Context: an optimization exercise on an open-source flow, tuned for small area, a short achievable clock period and few clock cycles per item. The choices shown serve that exercise and are no tape-out recipe.
The RTL was checked by simulation tests, not by an equivalence proof against the original design.
Power figures rest on the tool's default switching activity, not on a simulated workload.

== build 61 ==
==> flow/design.v (excerpt) <==
module rvl_core (
    input  wire        clk,
    input  wire        rst,
    input  wire        cmd_valid,
    input  wire [67:0] cmd_word,
    input  wire        enc_in_valid,
    input  wire [15:0] enc_in_data,
    output wire        enc_in_ready,
    output wire        enc_out_valid,
    output wire [7:0]  enc_out_data,
    input  wire        enc_out_ready,
    input  wire        dec_in_valid,
    input  wire [7:0]  dec_in_data,
    output wire        dec_in_ready,
    output wire        dec_out_valid,
    output wire [15:0] dec_out_data,
    input  wire        dec_out_ready,
    input  wire [3:0]  sts_sel,
    output reg  [35:0] sts_data
);
For scale: about 490 flip-flops, roughly 170 I/O pins, ~31,000 sq um of cells after synthesis.
clock: 7.0 ns
lec_check: 0
abc_clock_period_in_ps: 5000
cap_margin: 20
core_margin: 2
core_utilization: 40
setup_slack_margin: 2.8
slew_margin: 20
run.sh (not shown) runs the stock make flow with config.mk's settings and CLKGATE_MAP_FILE= SYNTH_SCRIPT=/design/flow/synth_recipe.tcl, a recipe that flattens the netlist after the stock synthesis.
Testbench counts of build 61, summed over its fixed seeds: cycles 10,960, items 18,582.
> inputs changed (build 61 -> trial 7)
--- a/flow/design.v
+++ b/flow/design.v
@@ -19,15 +19,14 @@
                      S_DONE = 3'd6;
     reg [2:0]  st;
     reg [31:0] cnt, idx, run;
     reg [33:0] nbytes;
     reg [15:0] last;             
     reg [16:0] code;             
     reg [2:0]  t_c;              
-    reg        more;             
     reg        em;               
     reg        ph;               
     reg [3:0]  di;               
     reg        pend;             
     reg [3:0]  pnib;
     reg [7:0]  ob;
     reg        obv;
@@ -95,14 +94,15 @@
     wire [16:0] code_in = {delta[15:0], 1'b0} ^ {17{delta[16]}};
     wire [3:0] t_r   = top11(run);
     wire       tail  = (st == S_TAIL);
     wire       di_nz = (di != 4'd0);
     wire       di_g1 = (di > 4'd1);
     wire [3:0] dim1  = di - 4'd1;
     wire [3:0] dim2  = di - 4'd2;
+    wire [2:0] cd1 = dig6(code, ph ? dim1[2:0] : t_c);
     reg [3:0] n0, n1;
     reg       has1, pdone, nph;
     reg [3:0] ndi;
     always @(*) begin
         n1    = 4'd0;
         has1  = 1'b0;
         pdone = 1'b0;
@@ -117,36 +117,37 @@
                     nph   = 1'b1;
                     ndi   = {1'b0, t_c};
                     pdone = tail;
                 end
             end else if (tail) begin
                 pdone = 1'b1;
             end else begin
-                n1    = {t_c != 3'd0, dig6(code, t_c)};
+                n1    = {t_c != 3'd0, cd1};
                 has1  = 1'b1;
                 nph   = 1'b1;
                 ndi   = {1'b0, t_c} - 4'd1;
                 pdone = (t_c == 3'd0);
             end
         end else begin
             n0 = {di_nz, dig6(code, di[2:0])};
             if (di_nz) begin
-                n1    = {di_g1, dig6(code, dim1[2:0])};
+                n1    = {di_g1, cd1};
                 has1  = 1'b1;
                 pdone = !di_g1;
             end else begin
                 pdone = 1'b1;
             end
         end
     end
     wire       of    = !obv || out_ready;
     wire       step  = em && of;
     wire       fin   = step && pdone;
     wire       wr    = pend || has1;
     wire [7:0] byte_ = pend ? {pnib, n0} : {n0, n1};
+    wire   more      = (idx != cnt);
     assign in_ready  = (st == S_RUN) && more && (!em || (of && pdone));
     wire   take      = in_valid && in_ready;
     wire   nz        = (in_data != 16'd0);
     wire [31:0] run_p1 = run + 32'd1;
     assign busy      = (st != S_IDLE) && (st != S_DONE);
     assign out_valid = obv;
     assign out_data  = ob;
@@ -158,26 +159,24 @@
         if (rst) begin
             st     <= S_IDLE;
             cnt    <= 32'd0;
             idx    <= 32'd0;
             nbytes <= 34'd0;
             run    <= 32'd0;
             last   <= 16'd0;
-            more   <= 1'b0;
             em     <= 1'b0;
             pend   <= 1'b0;
             obv    <= 1'b0;
         end else if (start) begin
             st     <= S_RUN;
             cnt    <= start_count;
             idx    <= 32'd0;
             nbytes <= 34'd0;
             run    <= 32'd0;
             last   <= 16'd0;
-            more   <= (start_count != 32'd0);
             em     <= 1'b0;
             pend   <= 1'b0;
             obv    <= 1'b0;
         end else begin
             if (obv && out_ready)
                 nbytes <= nbytes + 34'd1;
             if (step && wr) begin
@@ -194,15 +193,14 @@
             end
             if (fin)
                 em <= 1'b0;
             case (st)
                 S_RUN: begin
                     if (take) begin
                         idx  <= idx + 32'd1;
-                        more <= (idx + 32'd1 != cnt);
                         if (nz) begin
                             last <= in_data;
                             code <= code_in;
                             t_c  <= top6(code_in);
                             em   <= 1'b1;
                             ph   <= 1'b0;
                             di   <= fin ? 4'd0 : t_r;
@@ -279,17 +277,17 @@
     reg [34:0] nib;
     reg [1:0]  kd;               
     reg [15:0] prev, po;
     reg        pov;
     reg        aovf;
     reg        gt;               
     reg        zchk;             
-    reg        hb;               
     reg [15:0] nbuf;             
     reg [2:0]  nc;               
+    wire hb         = (bin != len);
     wire of         = !pov || out_ready;
     wire in_grp     = (st == S_PARSE) || (st == S_ZEROS);
     assign in_ready = hb && ((st == S_DRAIN) || (in_grp && (nc <= 3'd2)));
     wire take       = in_valid && in_ready;
     assign busy        = (st != S_IDLE) && (st != S_DONE) && (st != S_ERROR);
     assign out_valid   = pov;
     assign out_data    = po;
@@ -425,38 +423,35 @@
             err  <= E_NONE;
             cnt  <= 32'd0;
             len  <= 34'd0;
             prod <= 32'd0;
             bin  <= 34'd0;
             nib  <= 35'd0;
             kd   <= 2'd0;
-            hb   <= 1'b0;
             pov  <= 1'b0;
             nc   <= 3'd0;
         end else if (start) begin
             st   <= (start_count != 32'd0) ? S_PARSE : S_DRAIN;
             err  <= E_NONE;
             cnt  <= start_count;
             len  <= start_len;
             prod <= 32'd0;
             rem  <= start_count;
             bin  <= 34'd0;
             nib  <= 35'd0;
             kd   <= 2'd0;
-            hb   <= (start_len != 34'd0);
             pov  <= 1'b0;
             nc   <= 3'd0;
             prev <= 16'd0;
             acc  <= 32'd0;
             aovf <= 1'b0;
             gt   <= 1'b0;
         end else begin
             if (take) begin
                 bin <= bin + 34'd1;
-                hb  <= (bin + 34'd1 != len);
             end
             if (pov && out_ready)
                 pov <= 1'b0;
             nbuf <= nq;
             nc   <= ncs + (take ? 3'd2 : 3'd0);
             nib  <= nib + {33'd0, kd};
             kd   <= kk;
Notes after the runs:
Trial 7 ended with every stage complete and zero timing, DRC or antenna violations.
Power dissipated by switching net loads ends up lower on build 61.
Compared with build 61, in trial 7 total non-filler cell area in the finished layout went down; utilization went up 0.68 points; final cell count dropped 239; synthesized area fell about 4%; delay of the slowest cell on the worst path went down 0.09 ns.
Trial 7 has area share of buffers outside the clock network above what build 61 had.
Testbench counts of trial 7, summed over its fixed seeds: cycles 10,960, items 18,582.

## afterwards: timing with drivers on the ports
The results above use ideal ports. As a check the final layouts listed here were re-extracted and re-timed, cells and wires unchanged. Step 1, drivers: a clkbuf_16 drives clk and a buf_2 each remaining input, both assumed. Step 2 also shifts input and output timing later by t, the mid clock arrival at the registers, as if the neighbouring blocks saw the same clock. a / b / c = ideal / step 1 / step 2; a / b = the first two.
| run | shift t [ns] | setup slack, ns | worst setup path at the end | clock arrival spread, ns |
|---|---|---|---|---|
| build 61 | 0.687 | 2.764 / 2.701 / 2.276 | input to register | 0.042 / 0.042 |
| trial 7 | 0.680 | 2.817 / 2.649 / 2.282 | input to register | 0.047 / 0.047 |
After both steps every run listed still meets setup and hold. For trial 7, which loses most, drivers alone change the setup slack by -0.168 ns; drivers and shift together by -0.535 ns.
